What follows belongs to an exercise in optimizing a design on an open flow for small area, a short achievable clock period and few clock cycles; a production flow would make more cautious choices.

// dani_deframer
module dani_deframer (
    input  wire         clk,
    input  wire         rst,            
    input  wire         cfg_proto,      
    input  wire [3:0]   cfg_ctrl_hi,    
    input  wire [7:0]   cfg_sq_code,    
    input  wire [27:0]  cfg_rsplen,     
    input  wire         in_valid,
    input  wire [7:0]   in_data,
    output wire         in_ready,
    output reg          out_valid,
    input  wire         out_ready,
    output wire [4:0]   out_len,        
    output wire [143:0] out_frame,      
    output wire [15:0]  out_drops       
);
    localparam BUFN = 18;
    reg              proto_q;
    reg              pn_q;      
    reg [7:0]        sq_q;
    localparam [8*BUFN-1:0] INV = {{(8*BUFN-24){1'b1}}, 24'd0};
    reg [8*BUFN-1:0] bufs_q;
    wire [8*BUFN-1:0] buf_q = bufs_q ^ INV;
    reg [4:0]        cnt_q;     
    reg              in_rdy_q;  
    reg [15:0]       drops_q;   
    reg              drop_q;    
    reg              taken_q;   
  ...
Size in the first run: ~210 flip-flops, about 220 I/O pins, about 15000 µm² of cells after synthesis.
Settings: LEC_CHECK=0, CAP_MARGIN=20, CELL_PAD_IN_SITES_DETAIL_PLACEMENT=2, CELL_PAD_IN_SITES_GLOBAL_PLACEMENT=2, CORE_MARGIN=2, CORE_UTILIZATION=30, CTS_CLUSTER_DIAMETER=120, CTS_CLUSTER_SIZE=26, PLACE_DENSITY=0.5, SLEW_MARGIN=50; clock period 28.0 ns.
standard.sh (not shown) runs the stock make flow with config.mk's settings and CLKGATE_MAP_FILE= SYNTH_SCRIPT=/design/flow/synth_recipe.tcl, a recipe that flattens the netlist after the stock synthesis.
==> flow/flow/run.sh <==
#!/bin/bash
# Standard layout, except that the port buffers are the small
# sky130_fd_sc_hd__buf_1 instead of the cell buffer_ports picks by itself.
set -euo pipefail
export BUFFER_PORTS_ARGS="-buffer_cell sky130_fd_sc_hd__buf_1"
bash standard.sh > standard.log 2>&1
Edit:
--- a/flow/design.v
+++ b/flow/design.v
@@ -11,30 +11,28 @@
     output reg          out_valid,
     input  wire         out_ready,
     output wire [4:0]   out_len,        
     output wire [143:0] out_frame,      
     output wire [15:0]  out_drops       
 );
     localparam BUFN = 18;
     reg              proto_q;
     reg              pn_q;      
-    reg [7:0]        sq_q;
     localparam [8*BUFN-1:0] INV = {{(8*BUFN-24){1'b1}}, 24'd0};
     reg [8*BUFN-1:0] bufs_q;
     wire [8*BUFN-1:0] buf_q = bufs_q ^ INV;
     reg [4:0]        cnt_q;     
     reg              in_rdy_q;  
     reg [15:0]       drops_q;   
     reg              drop_q;    
     reg              taken_q;   
     reg [4:0]        skip_q;    
     reg              sof0_q;    
-    reg [BUFN-1:4]   omn_q;     
     reg              hd_drop;   
     reg              hd_cand;   
     reg [3:0]        hd_v;      
     reg  [BUFN-1:4]  hd_lt;     
     integer j;
     always @(*)
         for (j = 4; j < BUFN; j = j + 1)
             hd_lt[j] = pn_q ? ({1'b0, hd_v} >= j - 4) : ({1'b0, hd_v} >= j - 3);
     integer i;
@@ -57,30 +55,30 @@
                 if (!x0[0]) begin
                     case (x2)
                         8'hF6: n = 4'd3;
                         8'hF3: n = 4'd1;
                         8'h83: n = 4'd2;
                         8'h9B: n = 4'd1;
                         8'h96: n = 4'd8;
                         8'h97: n = 4'd8;
                         default: begin
-                            if (x2 != sq_q) plaus = 1'b0;
+                            if (x2 != cfg_sq_code) plaus = 1'b0;
                         end
                     endcase
                 end else begin
                     case (x2)
                         8'hF6: n = cfg_rsplen[3:0];
                         8'hF3: n = cfg_rsplen[7:4];
                         8'h83: n = cfg_rsplen[11:8];
                         8'h9B: n = cfg_rsplen[15:12];
                         8'h96: n = cfg_rsplen[19:16];
                         8'h97: n = cfg_rsplen[23:20];
-                        default: n = (x2 == sq_q) ? cfg_rsplen[27:24] : 4'hF;
+                        default: n = (x2 == cfg_sq_code) ? cfg_rsplen[27:24] : 4'hF;
                     endcase
                     plaus = (n != 4'hF);
                 end
             end
             hdr_dec = {((p != 2'd0) && !start) || (start && hdr && !plaus),
                        start && hdr && plaus, n};
         end
     endfunction
     wire [BUFN-1:0] lt_t = {hd_lt, 4'b1111};      
@@ -156,32 +154,30 @@
         end
     end
     assign out_frame[7:0] = {1'b1, proto_q, 1'b1, proto_q, 1'b1, 1'b0, 1'b1, sof0_q};
     genvar g;
     generate
         for (g = 1; g < 4; g = g + 1) begin : g_out_lo
             assign out_frame[8*g +: 8] = bufs_q[8*(g-1) +: 8];
         end
         for (g = 4; g < BUFN; g = g + 1) begin : g_out
-            assign out_frame[8*g +: 8] = ~(bufs_q[8*(g-1) +: 8] | {8{omn_q[g]}});
+            assign out_frame[8*g +: 8] = (g < skip_q) ? ~bufs_q[8*(g-1) +: 8] : 8'h00;
         end
     endgenerate
     assign out_len   = skip_q;
     assign out_drops = drops_q;
     always @(posedge clk) begin
         proto_q  <= cfg_proto;
         pn_q     <= !cfg_proto;
-        sq_q     <= cfg_sq_code;
         for (i = 0; i < BUFN; i = i + 1)
             if (en[i])
                 bufs_q[8*i +: 8] <= ((ld_in[i] || i == BUFN - 1) ? in_data : buf_q[8*((i+1)%BUFN) +: 8]) ^ INV[8*i +: 8];
         hd_v  <= dec[3:0];
-        if (!out_valid) omn_q <= ~hd_lt;
         if (do_emit) sof0_q <= buf_q[0];
         if (rst) begin
             cnt_q     <= 5'd0;
             in_rdy_q  <= 1'b1;
             drops_q   <= 16'd0;
             drop_q    <= 1'b0;
             taken_q   <= 1'b0;
             skip_q    <= 5'd0;
             out_valid <= 1'b0;
After rerunning: Wire length is higher slightly. Worst hold slack loses 0.013 ns. Die area shrinks by a few percent. Flip-flop and latch count goes down by 22. Non-clock buffer count came out lower by 5. Sequential share of layout area came out lower by 3.4 points. Maximum frequency came out lower by a few percent. Global-route usage climbs by 1.3 points. Setup slack is worse by 0.40 ns. Clock skew shrinks by 0.016 ns.
No functional check of the RTL was part of any run of this note.

## static timing again, ports no longer ideal
How much do the figures lean on ideal ports? The routed layouts below were timed once more, with nothing changed but the port constraints. Step 1: set_driving_cell puts a clkbuf_16 on clk and a buf_2 on each other input, an assumption about the parent block. Step 2 times the ports against the registers' clock, not the clock port: input delays grow and output delays shrink by t, the midpoint of the rising clock arrivals with the driver on. Three values: ideal ports, drivers, drivers and shift; two values: the first two.
run	t (ns)	setup slack, ns	clock arrival spread, ns	slew at the worst register clock pin (ns)	worst data-port slew with drivers (ns)
the first run	0.568	20.406 / 20.443 / 19.875	0.038 / 0.038	0.11 / 0.11	0.06
the second run	0.560	20.007 / 20.007 / 19.769	0.021 / 0.021	0.08 / 0.08	0.05
After both steps every run listed still meets setup and hold. For the first run, which loses most, drivers alone change the setup slack by +0.037 ns; drivers and shift together by -0.531 ns.
